What follows belongs to an exercise in optimizing a design on an open flow for small area; a production flow would make more cautious choices. In this exercise RTL edits were held to simulation tests only and were not proved equivalent to the original.

run A:
==> flow/design.v (excerpt) <==
module aht25_engine (
    input  wire        clk,
    input  wire        rst,             
    input  wire        ev_connect,
    input  wire        ev_read,
    input  wire        ev_write,
    input  wire        ev_disconnect,
    input  wire [6:0]  address,
    input  wire        write_intent,    
    input  wire [7:0]  data,
    input  wire [31:0] hum,             
    input  wire [31:0] temp,            
    output reg         ack,
    output reg  [7:0]  rdata
);
export LEC_CHECK = 0
export ABC_AREA = 1
export CAP_MARGIN = 0
export CORE_MARGIN = 2
export CORE_UTILIZATION = 40
export CTS_BUF_LIST = sky130_fd_sc_hd__clkbuf_4 sky130_fd_sc_hd__clkbuf_8
export CTS_CLUSTER_SIZE = 10
export SLEW_MARGIN = 0
create_clock -name core_clock -period 30.0 [get_ports {clk}]
standard.sh (not shown) runs the stock make flow with config.mk's settings and CLKGATE_MAP_FILE= SYNTH_SCRIPT=/design/flow/synth_recipe.tcl, a recipe that flattens the netlist after the stock synthesis.
==> flow/flow/run.sh <==
#!/bin/bash
# Layout flow: the standard flow (standard.sh), with two changes:
#  - synthesis maps the logic with area-oriented ABC scripts (flow/abc_*.abc) in place of
#    ORFS's abc_area.script: each is run on the same netlist and the smallest result is kept.
#    Everything else in synthesis, and so every register, is as synth_recipe.tcl makes it.
#  - the port buffers are sky130_fd_sc_hd__buf_1;
#  - make variables listed in flow/make_args.txt, if any, are added to the make command.
# Each tool's output is in orfs/logs/ (synthesis: orfs/logs/.../1_2_yosys.log, which also
# lists each script's area); make's own output is in flow.log.
set -euo pipefail
W=$(pwd)
cat > "$W/area_synth.tcl" <<TCL
set ::area_scripts [lsort [glob {$W/flow/abc_*.abc}]]
proc abc {args} {
  set i [lsearch -exact \$args -script]
  set li [lsearch -exact \$args -liberty]
  set lib [lindex \$args [expr {\$li + 1}]]
  design -save area_pre_abc
  set best_area ""
  set best_script ""
  foreach s \$::area_scripts {
    design -load area_pre_abc
    set a \$args
    lset a [expr {\$i + 1}] \$s
    yosys abc {*}\$a
    yosys tee -q -o {$W/abc_stat.txt} stat -liberty \$lib
    set f [open {$W/abc_stat.txt}]
    set txt [read \$f]
    close \$f
    regexp {Chip area for module '[^']*': ([0-9.]+)} \$txt -> area
    puts "area_synth: \$s gives \$area"
    if {\$best_area eq "" || \$area < \$best_area} {
      set best_area \$area
      set best_script \$s
      design -save area_best
    }
  }
  design -load area_best
  puts "area_synth: kept \$best_script (\$best_area)"
}
source {$W/synth_recipe.tcl}
TCL
sed "s#SYNTH_SCRIPT=[^ ]*#SYNTH_SCRIPT=$W/area_synth.tcl#" "$W/standard.sh" > "$W/area_standard.sh"
ARGS=("BUFFER_PORTS_ARGS=-buffer_cell sky130_fd_sc_hd__buf_1")
# further make variables, one per line
if [[ -f "$W/flow/make_args.txt" ]]; then
  while IFS= read -r line; do [[ -n "$line" ]] && ARGS+=("$line"); done < "$W/flow/make_args.txt"
fi
bash "$W/area_standard.sh" "${ARGS[@]}" finish > "$W/flow.log" 2>&1
==> flow/flow/abc_deep1.abc <==
strash
&get -n
&st
&deepsyn -T 60 -S 2
&dch -f
&nf -a -R 1000
&put
Run A finished every stage and its layout cleared the timing, design-rule and antenna checks.
### run A -> run B
- CAP_MARGIN now 20, was 0
- SLEW_MARGIN now 20, was 0
diff --git a/flow/flow/run.sh b/flow/flow/run.sh
--- a/flow/flow/run.sh
+++ b/flow/flow/run.sh
@@ -5,4 +5,3 @@
 #    Everything else in synthesis, and so every register, is as synth_recipe.tcl makes it.
-#  - the port buffers are sky130_fd_sc_hd__buf_1;
-#  - make variables listed in flow/make_args.txt, if any, are added to the make command.
+#  - the port buffers are sky130_fd_sc_hd__buf_1.
 # Each tool's output is in orfs/logs/ (synthesis: orfs/logs/.../1_2_yosys.log, which also
@@ -43,7 +42,2 @@
 sed "s#SYNTH_SCRIPT=[^ ]*#SYNTH_SCRIPT=$W/area_synth.tcl#" "$W/standard.sh" > "$W/area_standard.sh"
-ARGS=("BUFFER_PORTS_ARGS=-buffer_cell sky130_fd_sc_hd__buf_1")
-# further make variables, one per line
-if [[ -f "$W/flow/make_args.txt" ]]; then
-  while IFS= read -r line; do [[ -n "$line" ]] && ARGS+=("$line"); done < "$W/flow/make_args.txt"
-fi
-bash "$W/area_standard.sh" "${ARGS[@]}" finish > "$W/flow.log" 2>&1
+bash "$W/area_standard.sh" "BUFFER_PORTS_ARGS=-buffer_cell sky130_fd_sc_hd__buf_1" finish > "$W/flow.log" 2>&1
==> flow/flow/abc_deep2.abc (new file) <==
strash
&get -n
&st
&deepsyn -T 120
&dch -f
&nf -a -R 1000
&put
==> flow/flow/abc_fast.abc (new file) <==
strash
&get -n
&st
&dch -f
&nf -a -R 1000
&st
&syn2
&dch -f
&nf -a -R 1000
&put
Findings:
- Between run B and run A, the routed wire length figures differ only marginally.
- Summary of run B over run A: setup slack on the worst flop-to-flop path went up by 0.15 ns; cell area after layout went up by 2.2%; non-clock buffer count went up by 14.
Here is what was changed in the inputs of run C compared with run B.
diff --git a/flow/flow/run.sh b/flow/flow/run.sh
--- a/flow/flow/run.sh
+++ b/flow/flow/run.sh
@@ -5,3 +5,4 @@
 #    Everything else in synthesis, and so every register, is as synth_recipe.tcl makes it.
-#  - the port buffers are sky130_fd_sc_hd__buf_1.
+#  - the port buffers are sky130_fd_sc_hd__buf_1;
+#  - make variables listed in flow/make_args.txt, if any, are added to the make command.
 # Each tool's output is in orfs/logs/ (synthesis: orfs/logs/.../1_2_yosys.log, which also
@@ -42,2 +43,7 @@
 sed "s#SYNTH_SCRIPT=[^ ]*#SYNTH_SCRIPT=$W/area_synth.tcl#" "$W/standard.sh" > "$W/area_standard.sh"
-bash "$W/area_standard.sh" "BUFFER_PORTS_ARGS=-buffer_cell sky130_fd_sc_hd__buf_1" finish > "$W/flow.log" 2>&1
+ARGS=("BUFFER_PORTS_ARGS=-buffer_cell sky130_fd_sc_hd__buf_1")
+# further make variables, one per line
+if [[ -f "$W/flow/make_args.txt" ]]; then
+  while IFS= read -r line; do [[ -n "$line" ]] && ARGS+=("$line"); done < "$W/flow/make_args.txt"
+fi
+bash "$W/area_standard.sh" "${ARGS[@]}" finish > "$W/flow.log" 2>&1
==> flow/flow/make_args.txt (new file) <==
CTS_ARGS=-sink_clustering_enable -repair_clock_nets -buf_list {sky130_fd_sc_hd__clkbuf_4 sky130_fd_sc_hd__clkbuf_8} -sink_clustering_size 20 -dont_use_dummy_load
removed: flow/flow/abc_deep2.abc
removed: flow/flow/abc_fast.abc
[summary]
Comparing run C with run B, the initial core utilization came out essentially unchanged. Run C vs run B — final period demand of the worst path dropped 0.071 ns. Run B -> run C: sequential cell count delta 0, exact match. Lower largest stage delay on the critical path goes to run C over run B. Compare run C and run B | cell count higher: run B. Summed area of non-filler cells in the final layout (run C over run B): decrease, 3.5%. Slack of the worst reg-to-reg path, run C and run B: higher on run B.

separate check: timing with driven ports:
The results above use ideal ports. As a check the final layouts listed here were re-extracted and re-timed, cells and wires unchanged.
Step 1: set_driving_cell puts a clkbuf_16 on clk and a buf_2 on each other input, an assumption about the parent block.
Step 2, shift: input delay + t, output delay - t, t = (earliest + latest rising clock arrival at the registers) / 2. This alone moves slack from input paths to output paths.
Slacks: ideal ports / drivers / drivers and shift; pairs: ideal ports / drivers.
| run | t (ns) | setup slack, ns | hold WS [ns] | cell pins on the clock port's net |
|---|---|---|---|---|
| run A | 0.386 | 2.357 / 2.363 / 1.977 | 0.509 / 0.509 / 0.509 | 1 |
| run B | 0.394 | 2.250 / 2.261 / 1.868 | 0.475 / 0.475 / 0.475 | 1 |
| run C | 0.373 | 2.321 / 2.326 / 1.953 | 0.499 / 0.499 / 0.499 | 1 |
After both steps setup and hold are still met in every run listed. For run B, which loses most, drivers alone change the setup slack by +0.011 ns; drivers and shift together by -0.382 ns.
